From an optimization exercise on the open Yosys and OpenROAD flow, aimed at small area, a short achievable clock period and few clock cycles per item; shortcuts taken in it are not production practice. No run shown here included a check of the RTL's function; only the layout flow was run.

**flow/config.mk**
```make
export PLATFORM = sky130hd
export DESIGN_NAME = amf_rx
export DESIGN_NICKNAME = amf_rx
export VERILOG_FILES = /design/flow/design.v
export SDC_FILE = /design/flow/constraint.sdc
export NUM_CORES = 4
export LEC_CHECK = 0
export ABC_AREA = 1
export CAP_MARGIN = 20
export CORE_MARGIN = 2
export CORE_UTILIZATION = 40
export SLEW_MARGIN = 20
```
**flow/constraint.sdc**
```tcl
create_clock -name core_clock -period 35.0 [get_ports {clk}]
set_input_delay 7.0000 -clock core_clock [delete_from_list [all_inputs] [get_ports {clk}]]
set_output_delay 7.0000 -clock core_clock [all_outputs]
set_load 0.01 [all_outputs]
```
**flow/design.v**
```verilog
module mul07_tree (input wire [23:0] ms, input wire sh, output wire [48:0] w);
    wire nsh = ~sh;
    wire t1 = ms[23] ^ ms[22];
    wire t2 = ms[23] & ms[22];
    wire t3 = ms[17] ^ ms[16];
    wire t4 = ms[17] & ms[16];
    wire t5 = ms[18] ^ ms[17] ^ ms[14];
    wire t6 = (ms[18] & ms[17]) | (ms[18] & ms[14]) | (ms[17] & ms[14]);
    wire t7 = ms[19] ^ ms[18] ^ ms[15];
    wire t8 = (ms[19] & ms[18]) | (ms[19] & ms[15]) | (ms[18] & ms[15]);
    wire t9 = ms[20] ^ ms[19] ^ ms[16];
    wire t10 = (ms[20] & ms[19]) | (ms[20] & ms[16]) | (ms[19] & ms[16]);
    wire t11 = ms[15] ^ ms[12];
    wire t12 = ms[15] & ms[12];
    wire t13 = ms[21] ^ ms[20] ^ ms[17];
    wire t14 = (ms[21] & ms[20]) | (ms[21] & ms[17]) | (ms[20] & ms[17]);
    wire t15 = ms[16] ^ ms[13] ^ ms[12];
    wire t16 = (ms[16] & ms[13]) | (ms[16] & ms[12]) | (ms[13] & ms[12]);
    wire t17 = ms[9] ^ ms[8];
    wire t18 = ms[9] & ms[8];
    wire t19 = ms[22] ^ ms[21] ^ ms[18];
    wire t20 = (ms[22] & ms[21]) | (ms[22] & ms[18]) | (ms[21] & ms[18]);
    wire t21 = ms[17] ^ ms[14] ^ ms[13];
    wire t22 = (ms[17] & ms[14]) | (ms[17] & ms[13]) | (ms[14] & ms[13]);
    wire t23 = ms[10] ^ ms[9] ^ ms[6];
    wire t24 = (ms[10] & ms[9]) | (ms[10] & ms[6]) | (ms[9] & ms[6]);
    wire t25 = ms[5] ^ ms[2];
    wire t26 = ms[5] & ms[2];
    wire t27 = ms[19] ^ ms[18] ^ ms[15];
    wire t28 = (ms[19] & ms[18]) | (ms[19] & ms[15]) | (ms[18] & ms[15]);
    wire t29 = ms[14] ^ ms[11] ^ ms[10];
    wire t30 = (ms[14] & ms[11]) | (ms[14] & ms[10]) | (ms[11] & ms[10]);
    wire t31 = ms[7] ^ ms[6] ^ ms[3];
    wire t32 = (ms[7] & ms[6]) | (ms[7] & ms[3]) | (ms[6] & ms[3]);
    wire t33 = ms[2] ^ ms[0] ^ nsh;
    wire t34 = (ms[2] & ms[0]) | (ms[2] & nsh) | (ms[0] & nsh);
    wire t35 = ms[23] ^ ms[20] ^ ms[19];
    wire t36 = (ms[23] & ms[20]) | (ms[23] & ms[19]) | (ms[20] & ms[19]);
    wire t37 = ms[16] ^ ms[15] ^ ms[12];
    wire t38 = (ms[16] & ms[15]) | (ms[16] & ms[12]) | (ms[15] & ms[12]);
    wire t39 = ms[11] ^ ms[8] ^ ms[7];
    wire t40 = (ms[11] & ms[8]) | (ms[11] & ms[7]) | (ms[8] & ms[7]);
    wire t41 = ms[4] ^ ms[3] ^ ms[1];
    wire t42 = (ms[4] & ms[3]) | (ms[4] & ms[1]) | (ms[3] & ms[1]);
    wire t43 = ms[21] ^ ms[20] ^ ms[17];
    wire t44 = (ms[21] & ms[20]) | (ms[21] & ms[17]) | (ms[20] & ms[17]);
    wire t45 = ms[16] ^ ms[13] ^ ms[12];
    wire t46 = (ms[16] & ms[13]) | (ms[16] & ms[12]) | (ms[13] & ms[12]);
    wire t47 = ms[9] ^ ms[8] ^ ms[5];
    wire t48 = (ms[9] & ms[8]) | (ms[9] & ms[5]) | (ms[8] & ms[5]);
    wire t49 = ms[22] ^ ms[21] ^ ms[18];
    wire t50 = (ms[22] & ms[21]) | (ms[22] & ms[18]) | (ms[21] & ms[18]);
    wire t51 = ms[17] ^ ms[14] ^ ms[13];
    wire t52 = (ms[17] & ms[14]) | (ms[17] & ms[13]) | (ms[14] & ms[13]);
    wire t53 = ms[10] ^ ms[9];
    wire t54 = ms[10] & ms[9];
    wire t55 = ms[23] ^ ms[22] ^ ms[19];
    wire t56 = (ms[23] & ms[22]) | (ms[23] & ms[19]) | (ms[22] & ms[19]);
    wire t57 = ms[18] ^ ms[15] ^ ms[14];
    wire t58 = (ms[18] & ms[15]) | (ms[18] & ms[14]) | (ms[15] & ms[14]);
    wire t59 = ms[11] ^ ms[10];
    wire t60 = ms[11] & ms[10];
    wire t61 = ms[23] ^ ms[20] ^ ms[19];
    wire t62 = (ms[23] & ms[20]) | (ms[23] & ms[19]) | (ms[20] & ms[19]);
    wire t63 = ms[16] ^ ms[15] ^ ms[12];
    wire t64 = (ms[16] & ms[15]) | (ms[16] & ms[12]) | (ms[15] & ms[12]);
    wire t65 = ms[21] ^ ms[20] ^ ms[17];
    wire t66 = (ms[21] & ms[20]) | (ms[21] & ms[17]) | (ms[20] & ms[17]);
    wire t67 = ms[22] ^ ms[21];
    wire t68 = ms[22] & ms[21];
    wire t69 = ms[23] ^ ms[22];
    wire t70 = ms[23] & ms[22];
    wire t71 = ms[12] ^ ms[11];
    wire t72 = ms[12] & ms[11];
    wire t73 = ms[13] ^ ms[12] ^ ms[9];
    wire t74 = (ms[13] & ms[12]) | (ms[13] & ms[9]) | (ms[12] & ms[9]);
    wire t75 = ms[8] ^ ms[5];
    wire t76 = ms[8] & ms[5];
    wire t77 = ms[14] ^ ms[13] ^ ms[10];
    wire t78 = (ms[14] & ms[13]) | (ms[14] & ms[10]) | (ms[13] & ms[10]);
    wire t79 = ms[9] ^ ms[6] ^ ms[5];
    wire t80 = (ms[9] & ms[6]) | (ms[9] & ms[5]) | (ms[6] & ms[5]);
    wire t81 = ms[15] ^ ms[14] ^ ms[11];
    wire t82 = (ms[15] & ms[14]) | (ms[15] & ms[11]) | (ms[14] & ms[11]);
    wire t83 = ms[10] ^ ms[7] ^ ms[6];
    wire t84 = (ms[10] & ms[7]) | (ms[10] & ms[6]) | (ms[7] & ms[6]);
    wire t85 = ms[16] ^ ms[15] ^ ms[12];
    wire t86 = (ms[16] & ms[15]) | (ms[16] & ms[12]) | (ms[15] & ms[12]);
    wire t87 = ms[11] ^ ms[8] ^ ms[7];
    wire t88 = (ms[11] & ms[8]) | (ms[11] & ms[7]) | (ms[8] & ms[7]);
    wire t89 = ms[4] ^ ms[3];
    wire t90 = ms[4] & ms[3];
    wire t91 = ms[13] ^ ms[12] ^ ms[9];
    wire t92 = (ms[13] & ms[12]) | (ms[13] & ms[9]) | (ms[12] & ms[9]);
    wire t93 = ms[8] ^ ms[5] ^ ms[4];
    wire t94 = (ms[8] & ms[5]) | (ms[8] & ms[4]) | (ms[5] & ms[4]);
    wire t95 = ms[1] ^ ms[0] ^ t3;
    wire t96 = (ms[1] & ms[0]) | (ms[1] & t3) | (ms[0] & t3);
    wire t97 = ms[13] ^ ms[10] ^ ms[9];
    wire t98 = (ms[13] & ms[10]) | (ms[13] & ms[9]) | (ms[10] & ms[9]);
    wire t99 = ms[6] ^ ms[5] ^ ms[2];
    wire t100 = (ms[6] & ms[5]) | (ms[6] & ms[2]) | (ms[5] & ms[2]);
    wire t101 = ms[1] ^ t4 ^ t5;
    wire t102 = (ms[1] & t4) | (ms[1] & t5) | (t4 & t5);
    wire t103 = ms[14] ^ ms[11] ^ ms[10];
    wire t104 = (ms[14] & ms[11]) | (ms[14] & ms[10]) | (ms[11] & ms[10]);
    wire t105 = ms[7] ^ ms[6] ^ ms[3];
    wire t106 = (ms[7] & ms[6]) | (ms[7] & ms[3]) | (ms[6] & ms[3]);
    wire t107 = ms[2] ^ t6 ^ t7;
    wire t108 = (ms[2] & t6) | (ms[2] & t7) | (t6 & t7);
    wire t109 = ms[11] ^ ms[8] ^ ms[7];
    wire t110 = (ms[11] & ms[8]) | (ms[11] & ms[7]) | (ms[8] & ms[7]);
    wire t111 = ms[4] ^ ms[3] ^ ms[0];
    wire t112 = (ms[4] & ms[3]) | (ms[4] & ms[0]) | (ms[3] & ms[0]);
    wire t113 = t8 ^ t9 ^ t11;
    wire t114 = (t8 & t9) | (t8 & t11) | (t9 & t11);
    wire t115 = ms[5] ^ ms[4] ^ ms[1];
    wire t116 = (ms[5] & ms[4]) | (ms[5] & ms[1]) | (ms[4] & ms[1]);
    wire t117 = ms[0] ^ t10 ^ t12;
    wire t118 = (ms[0] & t10) | (ms[0] & t12) | (t10 & t12);
    wire t119 = t13 ^ t15 ^ t17;
    wire t120 = (t13 & t15) | (t13 & t17) | (t15 & t17);
    wire t121 = ms[1] ^ sh ^ t14;
    wire t122 = (ms[1] & sh) | (ms[1] & t14) | (sh & t14);
    wire t123 = t16 ^ t18 ^ t19;
    wire t124 = (t16 & t18) | (t16 & t19) | (t18 & t19);
    wire t125 = t21 ^ t23 ^ t25;
    wire t126 = (t21 & t23) | (t21 & t25) | (t23 & t25);
    wire t127 = t1 ^ t20 ^ t22;
    wire t128 = (t1 & t20) | (t1 & t22) | (t20 & t22);
    wire t129 = t24 ^ t26 ^ t27;
    wire t130 = (t24 & t26) | (t24 & t27) | (t26 & t27);
    wire t131 = t29 ^ t31 ^ t33;
    wire t132 = (t29 & t31) | (t29 & t33) | (t31 & t33);
    wire t133 = t2 ^ t28 ^ t30;
    wire t134 = (t2 & t28) | (t2 & t30) | (t28 & t30);
    wire t135 = t32 ^ t34 ^ t35;
    wire t136 = (t32 & t34) | (t32 & t35) | (t34 & t35);
    wire t137 = t37 ^ t39 ^ t41;
    wire t138 = (t37 & t39) | (t37 & t41) | (t39 & t41);
    wire t139 = ms[4] ^ ms[2] ^ t36;
    wire t140 = (ms[4] & ms[2]) | (ms[4] & t36) | (ms[2] & t36);
    wire t141 = t38 ^ t40 ^ t42;
    wire t142 = (t38 & t40) | (t38 & t42) | (t40 & t42);
    wire t143 = t43 ^ t45 ^ t47;
    wire t144 = (t43 & t45) | (t43 & t47) | (t45 & t47);
    wire t145 = ms[6] ^ ms[5] ^ ms[3];
    wire t146 = (ms[6] & ms[5]) | (ms[6] & ms[3]) | (ms[5] & ms[3]);
    wire t147 = t44 ^ t46 ^ t48;
    wire t148 = (t44 & t46) | (t44 & t48) | (t46 & t48);
    wire t149 = t49 ^ t51 ^ t53;
    wire t150 = (t49 & t51) | (t49 & t53) | (t51 & t53);
    wire t151 = ms[7] ^ ms[6] ^ ms[4];
    wire t152 = (ms[7] & ms[6]) | (ms[7] & ms[4]) | (ms[6] & ms[4]);
    wire t153 = t50 ^ t52 ^ t54;
    wire t154 = (t50 & t52) | (t50 & t54) | (t52 & t54);
    wire t155 = t55 ^ t57 ^ t59;
    wire t156 = (t55 & t57) | (t55 & t59) | (t57 & t59);
    wire t157 = ms[11] ^ ms[8] ^ ms[7];
    wire t158 = (ms[11] & ms[8]) | (ms[11] & ms[7]) | (ms[8] & ms[7]);
    wire t159 = ms[5] ^ t56 ^ t58;
    wire t160 = (ms[5] & t56) | (ms[5] & t58) | (t56 & t58);
    wire t161 = t60 ^ t61 ^ t63;
    wire t162 = (t60 & t61) | (t60 & t63) | (t61 & t63);
    wire t163 = ms[16] ^ ms[13] ^ ms[12];
    wire t164 = (ms[16] & ms[13]) | (ms[16] & ms[12]) | (ms[13] & ms[12]);
    wire t165 = ms[9] ^ ms[8] ^ ms[6];
    wire t166 = (ms[9] & ms[8]) | (ms[9] & ms[6]) | (ms[8] & ms[6]);
    wire t167 = t62 ^ t64 ^ t65;
    wire t168 = (t62 & t64) | (t62 & t65) | (t64 & t65);
    wire t169 = ms[18] ^ ms[17] ^ ms[14];
    wire t170 = (ms[18] & ms[17]) | (ms[18] & ms[14]) | (ms[17] & ms[14]);
    wire t171 = ms[13] ^ ms[10] ^ ms[9];
    wire t172 = (ms[13] & ms[10]) | (ms[13] & ms[9]) | (ms[10] & ms[9]);
    wire t173 = ms[7] ^ t66 ^ t67;
    wire t174 = (ms[7] & t66) | (ms[7] & t67) | (t66 & t67);
    wire t175 = ms[19] ^ ms[18] ^ ms[15];
    wire t176 = (ms[19] & ms[18]) | (ms[19] & ms[15]) | (ms[18] & ms[15]);
    wire t177 = ms[14] ^ ms[11] ^ ms[10];
    wire t178 = (ms[14] & ms[11]) | (ms[14] & ms[10]) | (ms[11] & ms[10]);
    wire t179 = ms[8] ^ t68 ^ t69;
    wire t180 = (ms[8] & t68) | (ms[8] & t69) | (t68 & t69);
    wire t181 = ms[23] ^ ms[20] ^ ms[19];
    wire t182 = (ms[23] & ms[20]) | (ms[23] & ms[19]) | (ms[20] & ms[19]);
    wire t183 = ms[16] ^ ms[15] ^ ms[12];
    wire t184 = (ms[16] & ms[15]) | (ms[16] & ms[12]) | (ms[15] & ms[12]);
    wire t185 = ms[11] ^ ms[9] ^ t70;
    wire t186 = (ms[11] & ms[9]) | (ms[11] & t70) | (ms[9] & t70);
    wire t187 = ms[21] ^ ms[20] ^ ms[17];
    wire t188 = (ms[21] & ms[20]) | (ms[21] & ms[17]) | (ms[20] & ms[17]);
    wire t189 = ms[16] ^ ms[13] ^ ms[12];
    wire t190 = (ms[16] & ms[13]) | (ms[16] & ms[12]) | (ms[13] & ms[12]);
    wire t191 = ms[22] ^ ms[21] ^ ms[18];
    wire t192 = (ms[22] & ms[21]) | (ms[22] & ms[18]) | (ms[21] & ms[18]);
    wire t193 = ms[17] ^ ms[14];
    wire t194 = ms[17] & ms[14];
    wire t195 = ms[23] ^ ms[22] ^ ms[19];
    wire t196 = (ms[23] & ms[22]) | (ms[23] & ms[19]) | (ms[22] & ms[19]);
    wire t197 = ms[18] ^ ms[15];
    wire t198 = ms[18] & ms[15];
    wire t199 = ms[23] ^ ms[20] ^ ms[19];
    wire t200 = (ms[23] & ms[20]) | (ms[23] & ms[19]) | (ms[20] & ms[19]);
    wire t201 = ms[8] ^ ms[7];
    wire t202 = ms[8] & ms[7];
    wire t203 = ms[9] ^ ms[8] ^ ms[5];
    wire t204 = (ms[9] & ms[8]) | (ms[9] & ms[5]) | (ms[8] & ms[5]);
    wire t205 = ms[4] ^ ms[1];
    wire t206 = ms[4] & ms[1];
    wire t207 = ms[10] ^ ms[9] ^ ms[6];
    wire t208 = (ms[10] & ms[9]) | (ms[10] & ms[6]) | (ms[9] & ms[6]);
    wire t209 = ms[5] ^ ms[2] ^ ms[1];
    wire t210 = (ms[5] & ms[2]) | (ms[5] & ms[1]) | (ms[2] & ms[1]);
    wire t211 = ms[11] ^ ms[10] ^ ms[7];
    wire t212 = (ms[11] & ms[10]) | (ms[11] & ms[7]) | (ms[10] & ms[7]);
    wire t213 = ms[6] ^ ms[3] ^ ms[2];
    wire t214 = (ms[6] & ms[3]) | (ms[6] & ms[2]) | (ms[3] & ms[2]);
    wire t215 = ms[8] ^ ms[7] ^ ms[4];
    wire t216 = (ms[8] & ms[7]) | (ms[8] & ms[4]) | (ms[7] & ms[4]);
    wire t217 = ms[3] ^ ms[0] ^ t71;
    wire t218 = (ms[3] & ms[0]) | (ms[3] & t71) | (ms[0] & t71);
    wire t219 = ms[4] ^ ms[1] ^ ms[0];
    wire t220 = (ms[4] & ms[1]) | (ms[4] & ms[0]) | (ms[1] & ms[0]);
    wire t221 = t72 ^ t73 ^ t75;
    wire t222 = (t72 & t73) | (t72 & t75) | (t73 & t75);
    wire t223 = ms[2] ^ ms[1] ^ t74;
    wire t224 = (ms[2] & ms[1]) | (ms[2] & t74) | (ms[1] & t74);
    wire t225 = t76 ^ t77 ^ t79;
    wire t226 = (t76 & t77) | (t76 & t79) | (t77 & t79);
    wire t227 = ms[3] ^ ms[2] ^ t78;
    wire t228 = (ms[3] & ms[2]) | (ms[3] & t78) | (ms[2] & t78);
    wire t229 = t80 ^ t81 ^ t83;
    wire t230 = (t80 & t81) | (t80 & t83) | (t81 & t83);
    wire t231 = ms[0] ^ t82 ^ t84;
    wire t232 = (ms[0] & t82) | (ms[0] & t84) | (t82 & t84);
    wire t233 = t85 ^ t87 ^ t89;
    wire t234 = (t85 & t87) | (t85 & t89) | (t87 & t89);
    wire t235 = t86 ^ t88 ^ t90;
    wire t236 = (t86 & t88) | (t86 & t90) | (t88 & t90);
    wire t237 = t91 ^ t93 ^ t95;
    wire t238 = (t91 & t93) | (t91 & t95) | (t93 & t95);
    wire t239 = t92 ^ t94 ^ t96;
    wire t240 = (t92 & t94) | (t92 & t96) | (t94 & t96);
    wire t241 = t97 ^ t99 ^ t101;
    wire t242 = (t97 & t99) | (t97 & t101) | (t99 & t101);
    wire t243 = t98 ^ t100 ^ t102;
    wire t244 = (t98 & t100) | (t98 & t102) | (t100 & t102);
    wire t245 = t103 ^ t105 ^ t107;
    wire t246 = (t103 & t105) | (t103 & t107) | (t105 & t107);
    wire t247 = t104 ^ t106 ^ t108;
    wire t248 = (t104 & t106) | (t104 & t108) | (t106 & t108);
    wire t249 = t109 ^ t111 ^ t113;
    wire t250 = (t109 & t111) | (t109 & t113) | (t111 & t113);
    wire t251 = t110 ^ t112 ^ t114;
    wire t252 = (t110 & t112) | (t110 & t114) | (t112 & t114);
    wire t253 = t115 ^ t117 ^ t119;
    wire t254 = (t115 & t117) | (t115 & t119) | (t117 & t119);
    wire t255 = t116 ^ t118 ^ t120;
    wire t256 = (t116 & t118) | (t116 & t120) | (t118 & t120);
    wire t257 = t121 ^ t123 ^ t125;
    wire t258 = (t121 & t123) | (t121 & t125) | (t123 & t125);
    wire t259 = t122 ^ t124 ^ t126;
    wire t260 = (t122 & t124) | (t122 & t126) | (t124 & t126);
    wire t261 = t127 ^ t129 ^ t131;
    wire t262 = (t127 & t129) | (t127 & t131) | (t129 & t131);
    wire t263 = t128 ^ t130 ^ t132;
    wire t264 = (t128 & t130) | (t128 & t132) | (t130 & t132);
    wire t265 = t133 ^ t135 ^ t137;
    wire t266 = (t133 & t135) | (t133 & t137) | (t135 & t137);
    wire t267 = t134 ^ t136 ^ t138;
    wire t268 = (t134 & t136) | (t134 & t138) | (t136 & t138);
    wire t269 = t139 ^ t141 ^ t143;
    wire t270 = (t139 & t141) | (t139 & t143) | (t141 & t143);
    wire t271 = t140 ^ t142 ^ t144;
    wire t272 = (t140 & t142) | (t140 & t144) | (t142 & t144);
    wire t273 = t145 ^ t147 ^ t149;
    wire t274 = (t145 & t147) | (t145 & t149) | (t147 & t149);
    wire t275 = t146 ^ t148 ^ t150;
    wire t276 = (t146 & t148) | (t146 & t150) | (t148 & t150);
    wire t277 = t151 ^ t153 ^ t155;
    wire t278 = (t151 & t153) | (t151 & t155) | (t153 & t155);
    wire t279 = t152 ^ t154 ^ t156;
    wire t280 = (t152 & t154) | (t152 & t156) | (t154 & t156);
    wire t281 = t157 ^ t159 ^ t161;
    wire t282 = (t157 & t159) | (t157 & t161) | (t159 & t161);
    wire t283 = t158 ^ t160 ^ t162;
    wire t284 = (t158 & t160) | (t158 & t162) | (t160 & t162);
    wire t285 = t163 ^ t165 ^ t167;
    wire t286 = (t163 & t165) | (t163 & t167) | (t165 & t167);
    wire t287 = t164 ^ t166 ^ t168;
    wire t288 = (t164 & t166) | (t164 & t168) | (t166 & t168);
    wire t289 = t169 ^ t171 ^ t173;
    wire t290 = (t169 & t171) | (t169 & t173) | (t171 & t173);
    wire t291 = t170 ^ t172 ^ t174;
    wire t292 = (t170 & t172) | (t170 & t174) | (t172 & t174);
    wire t293 = t175 ^ t177 ^ t179;
    wire t294 = (t175 & t177) | (t175 & t179) | (t177 & t179);
    wire t295 = t176 ^ t178 ^ t180;
    wire t296 = (t176 & t178) | (t176 & t180) | (t178 & t180);
    wire t297 = t181 ^ t183 ^ t185;
    wire t298 = (t181 & t183) | (t181 & t185) | (t183 & t185);
    wire t299 = ms[10] ^ t182 ^ t184;
    wire t300 = (ms[10] & t182) | (ms[10] & t184) | (t182 & t184);
    wire t301 = t186 ^ t187 ^ t189;
    wire t302 = (t186 & t187) | (t186 & t189) | (t187 & t189);
    wire t303 = ms[13] ^ ms[11] ^ t188;
    wire t304 = (ms[13] & ms[11]) | (ms[13] & t188) | (ms[11] & t188);
    wire t305 = t190 ^ t191 ^ t193;
    wire t306 = (t190 & t191) | (t190 & t193) | (t191 & t193);
    wire t307 = ms[14] ^ ms[12] ^ t192;
    wire t308 = (ms[14] & ms[12]) | (ms[14] & t192) | (ms[12] & t192);
    wire t309 = t194 ^ t195 ^ t197;
    wire t310 = (t194 & t195) | (t194 & t197) | (t195 & t197);
    wire t311 = ms[16] ^ ms[15] ^ ms[13];
    wire t312 = (ms[16] & ms[15]) | (ms[16] & ms[13]) | (ms[15] & ms[13]);
    wire t313 = t196 ^ t198 ^ t199;
    wire t314 = (t196 & t198) | (t196 & t199) | (t198 & t199);
    wire t315 = ms[21] ^ ms[20] ^ ms[17];
    wire t316 = (ms[21] & ms[20]) | (ms[21] & ms[17]) | (ms[20] & ms[17]);
    wire t317 = ms[16] ^ ms[14] ^ t200;
    wire t318 = (ms[16] & ms[14]) | (ms[16] & t200) | (ms[14] & t200);
    wire t319 = ms[22] ^ ms[21] ^ ms[18];
    wire t320 = (ms[22] & ms[21]) | (ms[22] & ms[18]) | (ms[21] & ms[18]);
    wire t321 = ms[17] ^ ms[15];
    wire t322 = ms[17] & ms[15];
    wire t323 = ms[23] ^ ms[22] ^ ms[19];
    wire t324 = (ms[23] & ms[22]) | (ms[23] & ms[19]) | (ms[22] & ms[19]);
    wire t325 = ms[18] ^ ms[16];
    wire t326 = ms[18] & ms[16];
    wire t327 = ms[23] ^ ms[20] ^ ms[19];
    wire t328 = (ms[23] & ms[20]) | (ms[23] & ms[19]) | (ms[20] & ms[19]);
    wire t329 = ms[5] ^ ms[4];
    wire t330 = ms[5] & ms[4];
    wire t331 = ms[6] ^ ms[5] ^ ms[2];
    wire t332 = (ms[6] & ms[5]) | (ms[6] & ms[2]) | (ms[5] & ms[2]);
    wire t333 = ms[7] ^ ms[6] ^ ms[3];
    wire t334 = (ms[7] & ms[6]) | (ms[7] & ms[3]) | (ms[6] & ms[3]);
    wire t335 = ms[4] ^ ms[3] ^ ms[0];
    wire t336 = (ms[4] & ms[3]) | (ms[4] & ms[0]) | (ms[3] & ms[0]);
    wire t337 = ms[0] ^ t202 ^ t203;
    wire t338 = (ms[0] & t202) | (ms[0] & t203) | (t202 & t203);
    wire t339 = t204 ^ t206 ^ t207;
    wire t340 = (t204 & t206) | (t204 & t207) | (t206 & t207);
    wire t341 = t208 ^ t210 ^ t211;
    wire t342 = (t208 & t210) | (t208 & t211) | (t210 & t211);
    wire t343 = t212 ^ t214 ^ t215;
    wire t344 = (t212 & t214) | (t212 & t215) | (t214 & t215);
    wire t345 = t216 ^ t218 ^ t219;
    wire t346 = (t216 & t218) | (t216 & t219) | (t218 & t219);
    wire t347 = t220 ^ t222 ^ t223;
    wire t348 = (t220 & t222) | (t220 & t223) | (t222 & t223);
    wire t349 = t224 ^ t226 ^ t227;
    wire t350 = (t224 & t226) | (t224 & t227) | (t226 & t227);
    wire t351 = t228 ^ t230 ^ t231;
    wire t352 = (t228 & t230) | (t228 & t231) | (t230 & t231);
    wire t353 = t232 ^ t234 ^ t235;
    wire t354 = (t232 & t234) | (t232 & t235) | (t234 & t235);
    wire t355 = t236 ^ t238 ^ t239;
    wire t356 = (t236 & t238) | (t236 & t239) | (t238 & t239);
    wire t357 = t240 ^ t242 ^ t243;
    wire t358 = (t240 & t242) | (t240 & t243) | (t242 & t243);
    wire t359 = t244 ^ t246 ^ t247;
    wire t360 = (t244 & t246) | (t244 & t247) | (t246 & t247);
    wire t361 = t248 ^ t250 ^ t251;
    wire t362 = (t248 & t250) | (t248 & t251) | (t250 & t251);
    wire t363 = t252 ^ t254 ^ t255;
    wire t364 = (t252 & t254) | (t252 & t255) | (t254 & t255);
    wire t365 = t256 ^ t258 ^ t259;
    wire t366 = (t256 & t258) | (t256 & t259) | (t258 & t259);
    wire t367 = t260 ^ t262 ^ t263;
    wire t368 = (t260 & t262) | (t260 & t263) | (t262 & t263);
    wire t369 = t264 ^ t266 ^ t267;
    wire t370 = (t264 & t266) | (t264 & t267) | (t266 & t267);
    wire t371 = t268 ^ t270 ^ t271;
    wire t372 = (t268 & t270) | (t268 & t271) | (t270 & t271);
    wire t373 = t272 ^ t274 ^ t275;
    wire t374 = (t272 & t274) | (t272 & t275) | (t274 & t275);
    wire t375 = t276 ^ t278 ^ t279;
    wire t376 = (t276 & t278) | (t276 & t279) | (t278 & t279);
    wire t377 = t280 ^ t282 ^ t283;
    wire t378 = (t280 & t282) | (t280 & t283) | (t282 & t283);
    wire t379 = t284 ^ t286 ^ t287;
    wire t380 = (t284 & t286) | (t284 & t287) | (t286 & t287);
    wire t381 = t288 ^ t290 ^ t291;
    wire t382 = (t288 & t290) | (t288 & t291) | (t290 & t291);
    wire t383 = t292 ^ t294 ^ t295;
    wire t384 = (t292 & t294) | (t292 & t295) | (t294 & t295);
    wire t385 = t296 ^ t298 ^ t299;
    wire t386 = (t296 & t298) | (t296 & t299) | (t298 & t299);
    wire t387 = t300 ^ t302 ^ t303;
    wire t388 = (t300 & t302) | (t300 & t303) | (t302 & t303);
    wire t389 = t304 ^ t306 ^ t307;
    wire t390 = (t304 & t306) | (t304 & t307) | (t306 & t307);
    wire t391 = t308 ^ t310 ^ t311;
    wire t392 = (t308 & t310) | (t308 & t311) | (t310 & t311);
    wire t393 = t312 ^ t314 ^ t315;
    wire t394 = (t312 & t314) | (t312 & t315) | (t314 & t315);
    wire t395 = t316 ^ t318 ^ t319;
    wire t396 = (t316 & t318) | (t316 & t319) | (t318 & t319);
    wire t397 = t320 ^ t322 ^ t323;
    wire t398 = (t320 & t322) | (t320 & t323) | (t322 & t323);
    wire t399 = ms[17] ^ t324 ^ t326;
    wire t400 = (ms[17] & t324) | (ms[17] & t326) | (t324 & t326);
    wire t401 = ms[21] ^ ms[20] ^ ms[18];
    wire t402 = (ms[21] & ms[20]) | (ms[21] & ms[18]) | (ms[20] & ms[18]);
    wire t403 = ms[22] ^ ms[21];
    wire t404 = ms[22] & ms[21];
    wire t405 = ms[23] ^ ms[22];
    wire t406 = ms[23] & ms[22];
    wire t407 = ms[4] ^ ms[3];
    wire t408 = ms[4] & ms[3];
    wire t409 = ms[1] ^ ms[0] ^ t329;
    wire t410 = (ms[1] & ms[0]) | (ms[1] & t329) | (ms[0] & t329);
    wire t411 = ms[1] ^ t330 ^ t331;
    wire t412 = (ms[1] & t330) | (ms[1] & t331) | (t330 & t331);
    wire t413 = ms[2] ^ t332 ^ t333;
    wire t414 = (ms[2] & t332) | (ms[2] & t333) | (t332 & t333);
    wire t415 = t201 ^ t334 ^ t335;
    wire t416 = (t201 & t334) | (t201 & t335) | (t334 & t335);
    wire t417 = t205 ^ t336 ^ t337;
    wire t418 = (t205 & t336) | (t205 & t337) | (t336 & t337);
    wire t419 = t209 ^ t338 ^ t339;
    wire t420 = (t209 & t338) | (t209 & t339) | (t338 & t339);
    wire t421 = t213 ^ t340 ^ t341;
    wire t422 = (t213 & t340) | (t213 & t341) | (t340 & t341);
    wire t423 = t217 ^ t342 ^ t343;
    wire t424 = (t217 & t342) | (t217 & t343) | (t342 & t343);
    wire t425 = t221 ^ t344 ^ t345;
    wire t426 = (t221 & t344) | (t221 & t345) | (t344 & t345);
    wire t427 = t225 ^ t346 ^ t347;
    wire t428 = (t225 & t346) | (t225 & t347) | (t346 & t347);
    wire t429 = t229 ^ t348 ^ t349;
    wire t430 = (t229 & t348) | (t229 & t349) | (t348 & t349);
    wire t431 = t233 ^ t350 ^ t351;
    wire t432 = (t233 & t350) | (t233 & t351) | (t350 & t351);
    wire t433 = t237 ^ t352 ^ t353;
    wire t434 = (t237 & t352) | (t237 & t353) | (t352 & t353);
    wire t435 = t241 ^ t354 ^ t355;
    wire t436 = (t241 & t354) | (t241 & t355) | (t354 & t355);
    wire t437 = t245 ^ t356 ^ t357;
    wire t438 = (t245 & t356) | (t245 & t357) | (t356 & t357);
    wire t439 = t249 ^ t358 ^ t359;
    wire t440 = (t249 & t358) | (t249 & t359) | (t358 & t359);
    wire t441 = t253 ^ t360 ^ t361;
    wire t442 = (t253 & t360) | (t253 & t361) | (t360 & t361);
    wire t443 = t257 ^ t362 ^ t363;
    wire t444 = (t257 & t362) | (t257 & t363) | (t362 & t363);
    wire t445 = t261 ^ t364 ^ t365;
    wire t446 = (t261 & t364) | (t261 & t365) | (t364 & t365);
    wire t447 = t265 ^ t366 ^ t367;
    wire t448 = (t265 & t366) | (t265 & t367) | (t366 & t367);
    wire t449 = t269 ^ t368 ^ t369;
    wire t450 = (t269 & t368) | (t269 & t369) | (t368 & t369);
    wire t451 = t273 ^ t370 ^ t371;
    wire t452 = (t273 & t370) | (t273 & t371) | (t370 & t371);
    wire t453 = t277 ^ t372 ^ t373;
    wire t454 = (t277 & t372) | (t277 & t373) | (t372 & t373);
    wire t455 = t281 ^ t374 ^ t375;
    wire t456 = (t281 & t374) | (t281 & t375) | (t374 & t375);
    wire t457 = t285 ^ t376 ^ t377;
    wire t458 = (t285 & t376) | (t285 & t377) | (t376 & t377);
    wire t459 = t289 ^ t378 ^ t379;
    wire t460 = (t289 & t378) | (t289 & t379) | (t378 & t379);
    wire t461 = t293 ^ t380 ^ t381;
    wire t462 = (t293 & t380) | (t293 & t381) | (t380 & t381);
    wire t463 = t297 ^ t382 ^ t383;
    wire t464 = (t297 & t382) | (t297 & t383) | (t382 & t383);
    wire t465 = t301 ^ t384 ^ t385;
    wire t466 = (t301 & t384) | (t301 & t385) | (t384 & t385);
    wire t467 = t305 ^ t386 ^ t387;
    wire t468 = (t305 & t386) | (t305 & t387) | (t386 & t387);
    wire t469 = t309 ^ t388 ^ t389;
    wire t470 = (t309 & t388) | (t309 & t389) | (t388 & t389);
    wire t471 = t313 ^ t390 ^ t391;
    wire t472 = (t313 & t390) | (t313 & t391) | (t390 & t391);
    wire t473 = t317 ^ t392 ^ t393;
    wire t474 = (t317 & t392) | (t317 & t393) | (t392 & t393);
    wire t475 = t321 ^ t394 ^ t395;
    wire t476 = (t321 & t394) | (t321 & t395) | (t394 & t395);
    wire t477 = t325 ^ t396 ^ t397;
    wire t478 = (t325 & t396) | (t325 & t397) | (t396 & t397);
    wire t479 = t327 ^ t398 ^ t399;
    wire t480 = (t327 & t398) | (t327 & t399) | (t398 & t399);
    wire t481 = t328 ^ t400 ^ t401;
    wire t482 = (t328 & t400) | (t328 & t401) | (t400 & t401);
    wire t483 = ms[19] ^ t402 ^ t403;
    wire t484 = (ms[19] & t402) | (ms[19] & t403) | (t402 & t403);
    wire t485 = ms[20] ^ t404 ^ t405;
    wire t486 = (ms[20] & t404) | (ms[20] & t405) | (t404 & t405);
    wire t487 = ms[23] ^ ms[21] ^ t406;
    wire t488 = (ms[23] & ms[21]) | (ms[23] & t406) | (ms[21] & t406);
    wire [48:0] ra = {1'b0, 1'b0, ms[23], ms[22], t486, t484, t482, t480, t478, t476, t474, t472, t470, t468, t466, t464, t462, t460, t458, t456, t454, t452, t450, t448, t446, t444, t442, t440, t438, t436, t434, t432, t430, t428, t426, t424, t422, t420, t418, t416, t414, t412, t410, t408, ms[0], ms[3], ms[2], ms[1], ms[0]};
    wire [48:0] rb = {1'b0, 1'b0, 1'b0, t488, t487, t485, t483, t481, t479, t477, t475, t473, t471, t469, t467, t465, t463, t461, t459, t457, t455, t453, t451, t449, t447, t445, t443, t441, t439, t437, t435, t433, t431, t429, t427, t425, t423, t421, t419, t417, t415, t413, t411, t409, t407, ms[2], ms[1], ms[0], 1'b0};
    assign w = ra + rb;
endmodule
module filt_step (
    input  wire [30:0] s,
    input  wire [7:0]  te,
    input  wire [23:0] tm,
    output wire [30:0] y
);
    wire [7:0]  es  = s[30:23];
    wire [23:0] ms  = {es != 8'd0, s[22:0]};
    wire        big = es > 8'd1;
    wire        p47 = ms >= 24'hB6DB6E;         
    wire        sh  = big & ~p47;
    wire [48:0] w;
    mul07_tree u_tree (.ms(ms), .sh(sh), .w(w));
    wire [24:0] mh  = sh ? w[47:23] : w[48:24];    
    wire [7:0]  eh  = big ? (p47 ? es : es - 8'd1) : 8'd1;
    wire        hge = eh >= te;
    wire [7:0]  dab = hge ? eh - te : te - eh;
    wire        far = dab > 8'd27;
    wire [27:0] lost_mask = ~(28'hFFFFFFF << dab[4:0]);
    wire [24:0] xm  = hge ? mh : {1'b0, tm};
    wire [24:0] zm  = hge ? {1'b0, tm} : mh;
    wire [27:0] zx  = {zm, 3'b000};
    wire [27:0] zs  = zx >> dab[4:0];
    wire        zl  = far ? (|zm) : (|(zx & lost_mask));
    wire [27:0] za  = far ? {27'd0, zl} : {zs[27:1], zs[0] | zl};
    wire [27:0] oph = {xm, 3'b000};
    wire [27:0] opt = za;
    wire [7:0]  ex  = hge ? eh : te;
    wire [2:0]  low = oph[2:0] | opt[2:0];      
    wire [25:0] ya  = {1'b0, oph[27:3]} + {1'b0, opt[27:3]};
    wire [26:0] yc  = {1'b0, oph[27:3], 1'b1} + {1'b0, opt[27:3], 1'b1};
    wire [25:0] yb  = yc[26:1];                 
    wire        ovf = ya[24];
    wire        inc0 = low[2] & (low[1] | low[0] | ya[0]);
    wire        inc1 = ya[0] & ((|low) | ya[1]);
    wire [24:0] m0  = inc0 ? yb[24:0] : ya[24:0];
    wire [24:0] m1  = inc1 ? yb[25:1] : ya[25:1];
    wire [24:0] mn  = ovf ? m1 : m0;
    wire [7:0]  eo  = ex - 8'd1 + {7'd0, ovf};
    assign y = {eo + {6'd0, mn[24:23]}, mn[22:0]};
endmodule
module mul03 (
    input  wire [30:0] x,
    output wire [7:0]  e,
    output wire [23:0] m
);
    wire [7:0]  ex  = x[30:23];
    wire [23:0] mx  = {ex != 8'd0, x[22:0]};
    wire        q47 = mx >= 24'hD55555;         
    wire        lo  = ex < 8'd2;
    wire        e2  = ex == 8'd2;
    wire [25:0] mx2 = lo ? {2'b00, mx} : (e2 | q47) ? {1'b0, mx, 1'b0} : {mx, 2'b00};
    wire [29:0] b9  = {4'd0, mx2} + {1'b0, mx2, 3'b000};
    wire [33:0] b153 = {4'd0, b9} + {b9, 4'd0};
    wire [49:0] q   = {16'd0, b153} + {8'd0, b153, 8'd0} + {b153, 16'd0} + {24'd0, mx2};
    wire [23:0] mt  = q[48:25];
    wire        g   = q[24];
    wire        st  = |mx2[22:0];                 
    wire        inc = g & (st | mt[0]);
    wire [24:0] mr  = {1'b0, mt} + {24'd0, inc};
    wire [7:0]  er  = (lo | e2) ? 8'd1 : (q47 ? ex - 8'd1 : ex - 8'd2);
    assign m = mr[24] ? 24'h800000 : mr[23:0];
    assign e = mr[24] ? er + 8'd1 : er;
endmodule
module amf_rx (
    input  wire        clk,
    input  wire        rst,
    input  wire        in_valid,
    output wire        in_ready,
    input  wire [31:0] sample,
    output reg         frm_valid,
    output wire [63:0] frm_payload,
    output reg         frm_crc_ok
);
    assign in_ready = 1'b1;
    reg        m_valid;
    reg [30:0] m_r;
    always @(posedge clk) begin
        m_valid <= in_valid & ~rst;
        m_r     <= sample[30:0];
    end
    reg        t_valid;
    reg [7:0]  t_e;
    reg [23:0] t_m;
    wire [7:0]  te_next;
    wire [23:0] tm_next;
    mul03 u_new (.x(m_r), .e(te_next), .m(tm_next));
    always @(posedge clk) begin
        t_valid <= m_valid & ~rst;
        t_e     <= te_next;
        t_m     <= tm_next;
    end
    reg  [30:0] smoothed;
    reg  [4:0]  decim_count;
    reg         fwd_valid;
    wire [30:0] smoothed_next;
    filt_step u_filt (.s(smoothed), .te(t_e), .tm(t_m), .y(smoothed_next));
    always @(posedge clk) begin
        if (rst) begin
            smoothed    <= 31'd0;
            decim_count <= 5'd0;
            fwd_valid   <= 1'b0;
        end else begin
            fwd_valid <= t_valid && decim_count == 5'd16;
            if (t_valid) begin
                smoothed    <= smoothed_next;
                decim_count <= (decim_count == 5'd16) ? 5'd0 : decim_count + 5'd1;
            end
        end
    end
    localparam [25:0] FLOOR = 26'hAAAAAB;       
    reg  [25:0] ook_max;
    reg         chip_valid;
    reg         chip;
    wire        take, chip_next;
    wire [25:0] c, k0;
    peak u_peak (.v(smoothed), .ook_max(ook_max), .c(c), .k0(k0), .take(take), .chip_next(chip_next));
    always @(posedge clk)
        chip <= chip_next;
    always @(posedge clk) begin
        if (rst) begin
            ook_max    <= FLOOR;
            chip_valid <= 1'b0;
        end else begin
            chip_valid <= fwd_valid;
            if (fwd_valid)
                ook_max <= take ? c : k0;
        end
    end
    localparam [1:0] LOW_A = 2'd0, LOW_B = 2'd1, HIGH_A = 2'd2, HIGH_B = 2'd3;
    localparam [15:0] X48A = 16'h807B;    
    localparam [11:0] X48Q = 12'h913;     
    reg        last_chip;
    reg  [2:0] since_edge;
    reg  [1:0] phase;
    reg [47:0] frame;           
    reg  [3:0] ones;            
    reg [15:0] rem_a;           
    reg [11:0] rem_q;           
    wire [2:0] since_next = (chip != last_chip) ? 3'd1 : since_edge + 3'd1;
    wire       mid_bit    = (since_next == 3'd4);
    wire       emit       = chip_valid && mid_bit && phase[0];
    wire       d          = phase[1];
    wire       match      = ~frame[47] && (ones == 4'd15);
    reg [1:0] phase_next;
    always @* begin
        case (phase)
            LOW_A:   phase_next = chip ? HIGH_B : LOW_A;
            LOW_B:   phase_next = chip ? HIGH_A : LOW_A;
            HIGH_A:  phase_next = chip ? HIGH_A : LOW_B;
            default: phase_next = chip ? HIGH_A : LOW_A;
        endcase
    end
    wire [16:0] ra  = {rem_a, d};
    wire [15:0] ra1 = (ra[16] ? ra[15:0] ^ 16'h8005 : ra[15:0]) ^ (frame[47] ? X48A : 16'd0);
    wire [12:0] rq  = {rem_q, d};
    wire [11:0] rq1 = (rq[12] ? rq[11:0] ^ 12'h805 : rq[11:0]) ^ (frame[47] ? X48Q : 12'd0);
    wire [3:0]  brand = frame[46:43];
    wire        crc_next = (brand == 4'd2 || brand == 4'd10) ? (rq1 == 12'd0 && frame[2:0] == 3'd0 && ~d)
                                                           : (ra1 == 16'd0);
    always @(posedge clk) begin
        if (rst) begin
            last_chip  <= 1'b0;
            since_edge <= 3'd0;
            phase      <= LOW_A;
        end else if (chip_valid) begin
            last_chip  <= chip;
            since_edge <= since_next;
            if (mid_bit)
                phase <= phase_next;
        end
    end
    always @(posedge clk) begin
        if (rst || frm_valid) begin
            frame     <= 48'd0;
            ones      <= 4'd0;
            rem_a     <= 16'd0;
            rem_q     <= 12'd0;
            frm_valid <= 1'b0;
        end else if (emit) begin
            frame     <= {frame[46:0], d};
            ones      <= frame[47] ? ones + {3'd0, ones != 4'd15} : 4'd0;
            rem_a     <= ra1;
            rem_q     <= rq1;
            frm_valid <= match;
        end
    end
    always @(posedge clk)
        frm_crc_ok <= crc_next;
    assign frm_payload = {16'hFFFE, frame};
endmodule
module peak (
    input  wire [30:0] v,
    input  wire [25:0] ook_max,
    output wire [25:0] c,
    output wire [25:0] k0,
    output wire        take,
    output wire        chip_next
);
    localparam [25:0] FLOOR = 26'hAAAAAB;       
    localparam [25:0] ONE   = 26'h2000000;
    wire [30:0] smoothed = v;
    wire [7:0]  ve    = smoothed[30:23];
    wire        vsmall = ve < 8'd125;           
    assign      c     = (ve >= 8'd127) ? ONE :
                        (ve == 8'd126) ? {1'b0, 1'b1, smoothed[22:0], 1'b0} :
                                         {2'b00, 1'b1, smoothed[22:0]};
    wire        dhi   = ook_max >= 26'd16780572;    
    wire [25:0] dec   = ook_max - (dhi ? 26'd3356 : 26'd3355);
    wire        fl    = ook_max < 26'd11188166;     
    assign      k0    = fl ? FLOOR : dec;
    wire        thi   = ook_max >= 26'd22372978;    
    wire [28:0] zk    = thi ? 29'd10064 : dhi ? 29'd10066 : 29'd10063;
    wire [28:0] z     = {1'b0, c, 2'b00} + ~{3'b000, ook_max} + ~{2'b00, ook_max, 1'b0} + zk + 29'd2;
    wire        zpos  = ~z[28] & (|z[27:0]);
    wire        zeq   = z == 29'd0;
    wire        gt_d  = zpos | (zeq & (thi ? c[1] : c[0]));
    wire        gt_f  = c > 26'h800000;
    assign      take  = ~vsmall && (fl ? (c >= FLOOR) : (c > dec));
    assign      chip_next = take || (~vsmall && (fl ? gt_f : gt_d));
endmodule
```
**flow/flow/run.sh**
```bash
#!/bin/bash
# The standard layout, with repair_timing asked for extra setup slack so
# that the gates on the filter loop are sized for speed.  The SDC (clock
# period, I/O delays) is the standard flow's own and is not touched.
set -euo pipefail
export SETUP_SLACK_MARGIN=22
bash standard.sh > standard.log 2>&1
```
**flow/standard.sh**
```bash
#!/bin/bash
# synth_recipe.tcl (not shown) runs the flow's synth.tcl, then flattens the netlist and writes it again
# the make line also repeats each setting of config.mk as NAME=value (left out here)
make -C /OpenROAD-flow-scripts/flow DESIGN_CONFIG=/design/flow/config.mk WORK_HOME=/design/flow/orfs CLKGATE_MAP_FILE= SYNTH_SCRIPT=/design/flow/synth_recipe.tcl "${@:-finish}"
```
==> flow_summary.toml, run 1 <==
[run_status]
status = "complete, no violations"

[route]
ant_nets = 0
wire_per_inst_um = 17.5
finalWirelength_um = 120000
via_count = 36287
vias_per_cell = 5.31
first_pass_iters = 8
drt_iter0_drc = 2953
drc = 0

[placed_design]
dp_hpwl_um = 99300
post-place-ws_ns = 21.07
port_buffers = 83
place_inst = 6779
gp_congestion = 0.991

[setup_path]
crit_buf_inv = 11
critical_path_arrival_ns = 12.67
path_delay_family = "adder cells"
cp_slowest_stage_delay_ns = 0.54
critical_path_class = "reg -> reg"
cp_slowest_cell = "fa_1"
required_ns = 35.45
crit_path_end_kind = "flip-flop"
critPathLaunchType = "flip-flop"
crit_path_max_fanout = 34

[sta]
clock_skew_ns = 0.0229
fin_crit_ns = 12.22
max_freq_mhz = 81.9
worstMarginPinSlew_ns = 1.08
rsz0062_at_grt = "no"
tns_ns = 0
setup_viol = 0
hold_viol_final = 0
finalCritPeriodShare = 0.349
slew_viol_final = 0
fin_ws_ns = 22.78
relSlewSlack = 0.277

[clock_tree]
cts_tree = "yes"
clockBufferDepth = 3
root_buffer = "clkbuf_16"
clock_latency_ns = 0.59
clk_pin_slew_ns = 0.06
cts_buffers = 27
holdBufCountCts = 0
cts-htree-levels = 1
clock_sinks = 218

[final_layout]
antennaDiodeCount = 0
drive_gt1_frac = 0.0395
utilization = 0.436
syn_to_final_growth_pct = 8.30
finalNonFillerCells = 6837
final_net_count = 6325

[die]
dieArea_mm2 = 0.0944
initial_core_util = 0.403
design.core.area_mm2 = 0.0914
die_h_um = 307
die_w_um = 307
rows = 111
ios = 102

[yosys]
synth-edff-count = 0
synth_top_area_share = 0.145
ys.flop_type = "dfxtp_1"
ys_warn_count = 1
synth_area_leaders = "ha_1 15%, fa_1 13%, dfxtp_1 12%"
synth_top_area_cell = "ha_1"
syn_avg_cell_area_um2 = 6.55
ys_seq_elements = 218
syn_area_mm2 = 0.0368
yosysSeqAreaShare = 0.119
ys_types = 80
async_reset_ff_frac = 0
synth_cells = 5619

[flow_run]
maxCapViolCount = 0

[global_routing]
antenna_found_initial = 0
grt_use_total = 0.248
grt_pass1_wl_um = 187000
grt_pass1_vias = 33855
grt_max_degree = 97
grt_overflow = 0

[min_path]
hp-class = "reg -> reg"
path summary, 6_finish.rpt:
path                                    from      endpoint  slack (ns)  cells after the start
worst max-delay path            smoothed[28]  smoothed[30]       22.78                     63
worst min-delay path                 m_valid       t_valid        0.40                      2
worst max register to register  smoothed[28]  smoothed[30]       22.78                     63
worst min register to register       m_valid       t_valid        0.40                      2
layout by cell type, fill, tap and decap left out, types with 24 or more instances in the layout:
cell             count
a31oi_1             45
ha_1               427
xor2_1             185
o22ai_1             24
fa_1               233
nand4_1             63
clkbuf_16           27
xnor2_1             59
dfxtp_1            213
a21oi_1            369
inv_2               27
nor3_1              46
o21ai_0            305
nor4_1              37
buf_4               27
nand3_1            498
clkdlybuf4s50_1     82
nand2_1           1148
o211ai_1            35
inv_1              942
nor2_1             541
synth_stat cells, drive strengths merged (5+ instances only):
cell type	count
a21boi	5
a21o	10
o22ai	24
nor3	49
o21bai	21
clkbuf	71
ha	427
o31ai	6
nor2	562
a221oi	15
nor4	37
nand3	510
or2	19
and2	5
buf	77
o21a	13
o21ai	327
nand4	66
fa	233
o221a	5
nand3b	13
dfxtp	218
xor2	192
inv	976
nand2	1168
a31oi	49
a211oi	12
a21oi	373
o211ai	36
and3	7
xnor2	61
cell type report:
cell class | instances | area (µm²)
sequential | 218 | 4370
clock buffer | 31 | 721
timing repair buffer | 113 | 1070
tap | 1186 | 1480
inverter | 979 | 3710
clock inverter | 19 | 277
fill | 9721 | 51500
multi-input combinational | 4291 | 28200
worst register-to-register path: cells and delay by family, from the launching register on:
family                     cells  cell delay, ns
adders and majority gates     10            3.99
AOI/OAI and AO/OA             14            2.86
buffers and inverters         11            1.23
xor gates and xnor gates       3            0.61
DFF                            1            0.33
and+or+nand+nor               25            3.10
what timing repair did:
| item | in CTS | in global routing |
|---|---|---|
| pin swaps | 0 | 3 |
| gates resized for setup | 8 | 34 |
| endpoints found under the setup margin | 7 | 29 |
| buffers inserted | 0 | 8 |
registers in the layout, summed over array words and instances, names as in the netlist, 2 cells and up:
name,flops
smoothed,31
since_edge,3
decim_count,5
phase,2
ones,4
m_r,31
rem_q,12
t_e,8
t_m,24
frame,48
rem_a,16
ook_max,26
through the flow:
step,hold WS [ns],cell area [µm²]
5_1_grt,0.431,39800
3_5_place_dp,0.395,38600
3_3_place_gp,0.396,38600
4_1_cts,0.406,39600
6_report,0.404,39800
2_1_floorplan,0.388,36800
metal layers:
metal / vias up / global-route usage / wire, µm
met5: - / 0 / 0
met4: 0 / 0.0835 / 4500
met3: 185 / 0.0209 / 6830
met2: 1118 / 0.417 / 55800
met1: 16827 / 0.335 / 52900
li1: 18157 / - / -
kinds of logic after synthesis:
family	after synthesis	share of synthesized area
xor+xnor	253	0.0621
other cells	2	0.000204
mux	1	0.000272
simple gates	2441	0.287
flops	218	0.119
buf+inv	1127	0.120
fa+ha+maj	660	0.272
compound gates	917	0.140
==> run 2, diff against run 1 <==
--- a/flow/design.v
+++ b/flow/design.v
@@ -494,35 +494,41 @@
 endmodule
 module filt_step (
     input  wire [30:0] s,
+    input  wire        hs,        
     input  wire [7:0]  te,
     input  wire [23:0] tm,
-    output wire [30:0] y
+    output wire [30:0] y,
+    output wire        hy         
 );
     wire [7:0]  es  = s[30:23];
-    wire [23:0] ms  = {es != 8'd0, s[22:0]};
+    wire [23:0] ms  = {hs, s[22:0]};
     wire        big = es > 8'd1;
     wire        p47 = ms >= 24'hB6DB6E;         
-    wire        sh  = big & ~p47;
+    wire        sh  = big & ~p47;               
     wire [48:0] w;
     mul07_tree u_tree (.ms(ms), .sh(sh), .w(w));
-    wire [24:0] mh  = sh ? w[47:23] : w[48:24];    
-    wire [7:0]  eh  = big ? (p47 ? es : es - 8'd1) : 8'd1;
+    wire [7:0]  esf = big ? es : 8'd1;
+    wire [7:0]  eh  = esf - {7'd0, sh};
     wire        hge = eh >= te;
-    wire [7:0]  dab = hge ? eh - te : te - eh;
-    wire        far = dab > 8'd27;
-    wire [27:0] lost_mask = ~(28'hFFFFFFF << dab[4:0]);
-    wire [24:0] xm  = hge ? mh : {1'b0, tm};
-    wire [24:0] zm  = hge ? {1'b0, tm} : mh;
-    wire [27:0] zx  = {zm, 3'b000};
-    wire [27:0] zs  = zx >> dab[4:0];
-    wire        zl  = far ? (|zm) : (|(zx & lost_mask));
-    wire [27:0] za  = far ? {27'd0, zl} : {zs[27:1], zs[0] | zl};
-    wire [27:0] oph = {xm, 3'b000};
-    wire [27:0] opt = za;
+    wire [24:0] mh  = sh ? w[47:23] : w[48:24];    
+    wire [7:0]  da  = eh - te;
+    wire        fa  = da > 8'd27;
+    wire [27:0] tx  = {1'b0, tm, 3'b000};
+    wire [27:0] ts  = tx >> da[4:0];
+    wire        tl  = fa ? (|tm) : (|(tx & ~(28'hFFFFFFF << da[4:0])));
+    wire [27:0] tz  = fa ? {27'd0, tl} : {ts[27:1], ts[0] | tl};
+    wire [7:0]  db  = te - esf + 8'd1;
+    wire        fb  = db > 8'd28;
+    wire [28:0] hx  = {w[48:24], w[23] & sh, 3'b000};
+    wire [28:0] hsh = hx >> db[4:0];
+    wire        hl  = fb ? (|hx) : (|(hx & ~(29'h1FFFFFFF << db[4:0])));
+    wire [27:0] hz  = fb ? {27'd0, hl} : {hsh[27:1], hsh[0] | hl};
+    wire [24:0] xa  = hge ? mh : {1'b0, tm};
+    wire [27:0] zb  = hge ? tz : hz;
     wire [7:0]  ex  = hge ? eh : te;
-    wire [2:0]  low = oph[2:0] | opt[2:0];      
-    wire [25:0] ya  = {1'b0, oph[27:3]} + {1'b0, opt[27:3]};
-    wire [26:0] yc  = {1'b0, oph[27:3], 1'b1} + {1'b0, opt[27:3], 1'b1};
+    wire [2:0]  low = zb[2:0];
+    wire [25:0] ya  = {1'b0, xa} + {1'b0, zb[27:3]};
+    wire [26:0] yc  = {1'b0, xa, 1'b1} + {1'b0, zb[27:3], 1'b1};
     wire [25:0] yb  = yc[26:1];                 
     wire        ovf = ya[24];
     wire        inc0 = low[2] & (low[1] | low[0] | ya[0]);
@@ -530,8 +536,13 @@
     wire [24:0] m0  = inc0 ? yb[24:0] : ya[24:0];
     wire [24:0] m1  = inc1 ? yb[25:1] : ya[25:1];
     wire [24:0] mn  = ovf ? m1 : m0;
-    wire [7:0]  eo  = ex - 8'd1 + {7'd0, ovf};
-    assign y = {eo + {6'd0, mn[24:23]}, mn[22:0]};
+    wire [7:0]  exm = ex - 8'd1;
+    wire [7:0]  ex1 = ex + 8'd1;
+    wire [7:0]  ex2 = ex + 8'd2;
+    wire [1:0]  eup = {1'b0, ovf} + (mn[24] ? 2'd2 : {1'b0, mn[23]});
+    wire [7:0]  ey  = (eup == 2'd0) ? exm : (eup == 2'd1) ? ex : (eup == 2'd2) ? ex1 : ex2;
+    assign y  = {ey, mn[22:0]};
+    assign hy = (ex != 8'd1) | ovf | mn[24] | mn[23];
 endmodule
 module mul03 (
     input  wire [30:0] x,
@@ -585,42 +596,32 @@
         t_m     <= tm_next;
     end
     reg  [30:0] smoothed;
+    reg         smoothed_h;      
+    wire        smoothed_h_next;
     reg  [4:0]  decim_count;
     reg         fwd_valid;
     wire [30:0] smoothed_next;
-    filt_step u_filt (.s(smoothed), .te(t_e), .tm(t_m), .y(smoothed_next));
+    filt_step u_filt (.s(smoothed), .hs(smoothed_h), .te(t_e), .tm(t_m),
+                      .y(smoothed_next), .hy(smoothed_h_next));
     always @(posedge clk) begin
         if (rst) begin
             smoothed    <= 31'd0;
+            smoothed_h  <= 1'b0;
             decim_count <= 5'd0;
             fwd_valid   <= 1'b0;
         end else begin
             fwd_valid <= t_valid && decim_count == 5'd16;
             if (t_valid) begin
                 smoothed    <= smoothed_next;
+                smoothed_h  <= smoothed_h_next;
                 decim_count <= (decim_count == 5'd16) ? 5'd0 : decim_count + 5'd1;
             end
         end
     end
-    localparam [25:0] FLOOR = 26'hAAAAAB;       
-    reg  [25:0] ook_max;
-    reg         chip_valid;
-    reg         chip;
-    wire        take, chip_next;
-    wire [25:0] c, k0;
-    peak u_peak (.v(smoothed), .ook_max(ook_max), .c(c), .k0(k0), .take(take), .chip_next(chip_next));
-    always @(posedge clk)
-        chip <= chip_next;
-    always @(posedge clk) begin
-        if (rst) begin
-            ook_max    <= FLOOR;
-            chip_valid <= 1'b0;
-        end else begin
-            chip_valid <= fwd_valid;
-            if (fwd_valid)
-                ook_max <= take ? c : k0;
-        end
-    end
+    wire        chip_valid;
+    wire        chip;
+    peak_ser u_peak (.clk(clk), .rst(rst), .start(fwd_valid), .v(smoothed),
+                     .chip(chip), .chip_valid(chip_valid));
     localparam [1:0] LOW_A = 2'd0, LOW_B = 2'd1, HIGH_A = 2'd2, HIGH_B = 2'd3;
     localparam [15:0] X48A = 16'h807B;    
     localparam [11:0] X48Q = 12'h913;     
@@ -683,33 +684,87 @@
         frm_crc_ok <= crc_next;
     assign frm_payload = {16'hFFFE, frame};
 endmodule
-module peak (
+module peak_ser (
+    input  wire        clk,
+    input  wire        rst,
+    input  wire        start,
     input  wire [30:0] v,
-    input  wire [25:0] ook_max,
-    output wire [25:0] c,
-    output wire [25:0] k0,
-    output wire        take,
-    output wire        chip_next
+    output reg         chip,
+    output reg         chip_valid
 );
     localparam [25:0] FLOOR = 26'hAAAAAB;       
     localparam [25:0] ONE   = 26'h2000000;
-    wire [30:0] smoothed = v;
-    wire [7:0]  ve    = smoothed[30:23];
-    wire        vsmall = ve < 8'd125;           
-    assign      c     = (ve >= 8'd127) ? ONE :
-                        (ve == 8'd126) ? {1'b0, 1'b1, smoothed[22:0], 1'b0} :
-                                         {2'b00, 1'b1, smoothed[22:0]};
-    wire        dhi   = ook_max >= 26'd16780572;    
-    wire [25:0] dec   = ook_max - (dhi ? 26'd3356 : 26'd3355);
-    wire        fl    = ook_max < 26'd11188166;     
-    assign      k0    = fl ? FLOOR : dec;
-    wire        thi   = ook_max >= 26'd22372978;    
-    wire [28:0] zk    = thi ? 29'd10064 : dhi ? 29'd10066 : 29'd10063;
-    wire [28:0] z     = {1'b0, c, 2'b00} + ~{3'b000, ook_max} + ~{2'b00, ook_max, 1'b0} + zk + 29'd2;
-    wire        zpos  = ~z[28] & (|z[27:0]);
-    wire        zeq   = z == 29'd0;
-    wire        gt_d  = zpos | (zeq & (thi ? c[1] : c[0]));
-    wire        gt_f  = c > 26'h800000;
-    assign      take  = ~vsmall && (fl ? (c >= FLOOR) : (c > dec));
-    assign      chip_next = take || (~vsmall && (fl ? gt_f : gt_d));
+    reg  [25:0] ook_max;        
+    reg  [25:0] cr;             
+    reg         busy;
+    reg  [3:0]  cnt;
+    reg         vsmall, c_ge_f, c_gt_q, dhi, fl, thi;
+    reg         bo;             
+    reg         gt;             
+    reg  [1:0]  zc;             
+    reg         zz;             
+    wire [7:0]  ve = v[30:23];
+    wire [25:0] c  = (ve >= 8'd127) ? ONE :
+                     (ve == 8'd126) ? {1'b0, 1'b1, v[22:0], 1'b0} :
+                                      {2'b00, 1'b1, v[22:0]};
+    wire        first = cnt == 4'd0;
+    wire [25:0] delta = dhi ? 26'd3356 : 26'd3355;
+    wire [1:0]  dk    = delta[{cnt, 1'b0} +: 2];
+    wire [2:0]  dt    = {1'b0, ook_max[1:0]} - {1'b0, dk} - {2'b00, bo};
+    wire [1:0]  dd    = dt[1:0];
+    wire [1:0]  cc    = cr[1:0];
+    wire        gt_n  = (cc > dd) | ((cc == dd) & gt);
+    wire [1:0]  z4c   = first ? 2'b00 : cr[25:24];
+    wire        dprev = ~first & ook_max[25];
+    wire [1:0]  znd   = ~dd;
+    wire [1:0]  zn2d  = {~dd[0], ~dprev};
+    wire [1:0]  zk    = thi ? (first ? 2'b10 : 2'b11) : 2'b00;
+    wire [3:0]  zs    = {2'b00, z4c} + {2'b00, znd} + {2'b00, zn2d} + {2'b00, zk} + {2'b00, zc};
+    wire [3:0]  zt    = {2'b00, cr[25:24]} + 4'd3 + {2'b00, 1'b1, ~ook_max[25]} + {2'b00, thi, thi} + {2'b00, zc};
+    wire        zsign = zt[2] ^ thi;           
+    wire [2:0]  ztop  = {zsign, zt[1:0]};
+    wire        zeq   = zz & (ztop == 3'd0);
+    wire        zpos  = ~zsign & ~zeq;
+    wire        gt_d  = zpos | (zeq & (thi ? cr[1] : cr[0]));
+    wire        take  = ~vsmall & (fl ? c_ge_f : gt);
+    wire        chp   = take | (~vsmall & (fl ? c_gt_q : gt_d));
+    always @(posedge clk) begin
+        if (rst) begin
+            ook_max    <= FLOOR;
+            busy       <= 1'b0;
+            chip_valid <= 1'b0;
+        end else begin
+            chip_valid <= 1'b0;
+            if (start) begin
+                busy   <= 1'b1;
+                cnt    <= 4'd0;
+                cr     <= c;
+                vsmall <= ve < 8'd125;
+                c_ge_f <= c >= FLOOR;
+                c_gt_q <= c > 26'h800000;      
+                dhi    <= ook_max >= 26'd16780572;    
+                fl     <= ook_max < 26'd11188166;     
+                thi    <= ook_max >= 26'd22372978;    
+                bo     <= 1'b0;
+                gt     <= 1'b0;
+                zc     <= 2'd0;
+                zz     <= 1'b1;
+            end else if (busy) begin
+                if (cnt != 4'd13) begin
+                    cnt     <= cnt + 4'd1;
+                    cr      <= {cr[1:0], cr[25:2]};
+                    ook_max <= {dd, ook_max[25:2]};
+                    bo      <= dt[2];
+                    gt      <= gt_n;
+                    zc      <= zs[3:2];
+                    zz      <= zz & (zs[1:0] == 2'd0);
+                end else begin
+                    busy       <= 1'b0;
+                    chip       <= chp;
+                    chip_valid <= 1'b1;
+                    ook_max    <= take ? cr : (fl ? FLOOR : ook_max);
+                end
+            end
+        end
+    end
 endmodule
--- a/flow/config.mk
+++ b/flow/config.mk
@@ -6,7 +6,7 @@
 export NUM_CORES = 4
 export LEC_CHECK = 0
 export ABC_AREA = 1
-export CAP_MARGIN = 20
+export CAP_MARGIN = 70
 export CORE_MARGIN = 2
 export CORE_UTILIZATION = 40
-export SLEW_MARGIN = 20
+export SLEW_MARGIN = 70
==> run 2 against run 1 <==
Compared with the run above: utilization rose by 1.0 points; still clean; cell count fell by 7.4%; via count fell by 7.4%; setup slack improved by 0.33 ns; first-iteration DRC count fell by 17%; global-route usage fell by 0.34 points; flip-flop and latch count rose by 43; critical path type unchanged; non-clock buffer count rose by 18; critical endpoint is now smoothed[26]; worst hold slack improved by 0.055 ns.
==> flow_summary.toml, run 2 <==
[die]
design.core.area_mm2 = 0.0851
initial_core_util = 0.403
dieArea_mm2 = 0.0881
die_h_um = 297
die_w_um = 297

[placed_design]
dp_hpwl_um = 91200
port_buffers = 83
gp_congestion = 0.976

[route]
first_pass_iters = 7
vias_per_cell = 5.31
via_count = 33615
drt_iter0_drc = 2454
drc = 0
finalWirelength_um = 111000
wire_per_inst_um = 17.5

[global_routing]
antenna_found_initial = 0
grt_overflow = 0
grt_max_degree = 78
grt_pass1_vias = 32000
grt_use_total = 0.245

[clock_tree]
cts-htree-levels = 1
holdBufCountCts = 0
cts_buffers = 29
clk_pin_slew_ns = 0.06
cts_setup_buffers = 0
root_buffer = "clkbuf_16"
post_cts_resized = 0
clock_latency_ns = 0.60

[yosys]
ys.flop_type = "dfxtp_1"
synthTopCellsByCount = "912 x nand2_1, 898 x inv_1, 524 x nor2_1"
synth_area_leaders = "dfxtp_1 13%, fa_1 12%, ha_1 11%"
async_reset_ff_frac = 0
ys_seq_elements = 261
yosysSeqAreaShare = 0.165
synth-edff-count = 42
synth_top_area_share = 0.128
syn_avg_cell_area_um2 = 6.67
syn_area_mm2 = 0.0343
synth_cells = 5148

[min_path]
holdPathStages = 2
hp-class = "reg -> reg"
hold_start = "m_valid"

[setup_path]
r2r_cells = 63
critical_path_arrival_ns = 12.34
crit_path_end_kind = "flip-flop"
cp_slowest_stage_delay_ns = 0.53
critPathLaunchType = "flip-flop"
r2r_end = "smoothed[26]"
crit_path_max_fanout = 46
required_ns = 35.46
rrSetupSlack_ns = 23.12
crit_start = "smoothed[7]"
cp_slowest_cell = "dfxtp_2"

[final_layout]
layout_common_cells = "908 x nand2_1, 885 x inv_1, 510 x nor2_1"
largest_register_ffs = 48
syn_to_final_growth_pct = 10.7
fill_cells = 9031
final_net_count = 5700
largest-register = "frame"
utilization = 0.446

[sta]
tns_ns = 0
hold_viol_final = 0
finalCritPeriodShare = 0.340
fin_crit_ns = 11.88
slew_viol_final = 0
clock_skew_ns = 0.0477
setup_viol = 0

[flow_run]
maxCapViolCount = 0

[run_status]
status = "complete, no violations"
[run 2: cell count changes after synthesis, moves of 23 or more]
cell      delta
nand3_1    -262
nand2_1    -237
o21ai_0    +143
ha_1       -136
clkbuf_1    +61
inv_1       -49
xor2_1      -48
edfxtp_1    +42
a21oi_1     +35
buf_2       -31
nor3_1      +25
o22ai_1     +24
a32o_1      +23
[run 2: metal layers]
layer	track usage	share of wire	vias to the layer above
li1	-	-	16884
met1	0.323	0.44	15671
met2	0.425	0.48	879
met3	0.0228	0.046	181
met4	0.0705	0.030	0
met5	0	0	-
[run 2: worst max-delay path: cells and delay by family (launching register included)]
kind | cells | cell delay (ns)
AO/OA/AOI/OAI | 15 | 2.75
XOR/XNOR | 1 | 0.17
adder cells (fa/ha/maj) | 10 | 4.00
buffers and inverters | 18 | 2.01
flip-flops | 1 | 0.53
AND/OR/NAND/NOR | 19 | 2.33
[run 2: cells by family after synthesis]
| family | synth area share |
|---|---|
| compound gates | 0.192 |
| buf+inv | 0.120 |
| simple gates | 0.242 |
| other cells | 0.000219 |
| mux | 0.00292 |
| fa+ha+maj | 0.229 |
| xor+xnor | 0.0487 |
| flops | 0.165 |
[run 2: layout make-up]
cell class / count / area (µm²) / area share
Clock buffer: 38 / 790 / 0.0208
Timing Repair Buffer: 131 / 1260 / 0.0332
Sequential cell: 261 / 5680 / 0.149
Clock inverter: 16 / 164 / 0.00431
Inverter: 913 / 3440 / 0.0906
Tap cell: 1144 / 1430 / 0.0377
Multi-Input combinational cell: 3827 / 25200 / 0.664
Antenna cell: 1 / 2.50 / 0.0000659
[run 2: worst max path at each step]
stage	end	slack, ns	depth (start not counted)
5_1_grt	smoothed[28]	22.22	63
4_1_cts	smoothed[26]	23.26	62
3_5_place_dp	smoothed[26]	23.33	63
2_1_floorplan	smoothed[25]	25.17	61
6_report	smoothed[26]	23.12	63
3_3_place_gp	smoothed[26]	21.84	57
[run 2: metrics by stage]
stage / instance area (µm²) / cells / hold WS [ns] / worst slack (ns)
after floorplan: 34400 / 5165 / 0.388 / 25.17
after global placement: 36200 / 6265 / 0.459 / 21.84
after detailed placement: 36800 / 6274 / 0.448 / 23.33
after CTS: 37800 / 6328 / 0.459 / 23.26
after global routing: 38000 / 6330 / 0.473 / 22.22
final: 38000 / 6331 / 0.459 / 23.12

-- afterwards: timing with drivers on the ports --
The results above use ideal ports. As a check the final layouts listed here were re-extracted and re-timed, cells and wires unchanged.
Step 1 sets driving cells, clkbuf_16 on the clock port and buf_2 on the other inputs (assumed; they add their load-dependent delay and slew).
Step 2 also shifts input and output timing later by t, the mid clock arrival at the registers, as if the neighbouring blocks saw the same clock.
Three values: no drivers, after step 1, after step 2; two values: the first two.
| run | t, ns | slack for setup (ns) | worst setup path at the end | clock arrival spread, ns | cell pins on the clock port's net |
|---|---|---|---|---|---|
| run 1 | 0.645 | 22.783 / 22.783 / 22.783 | register to register | 0.027 / 0.027 | 1 |
| run 2 | 0.637 | 23.117 / 23.117 / 23.117 | register to register | 0.048 / 0.048 | 1 |
After both steps setup and hold are still met in every run listed.
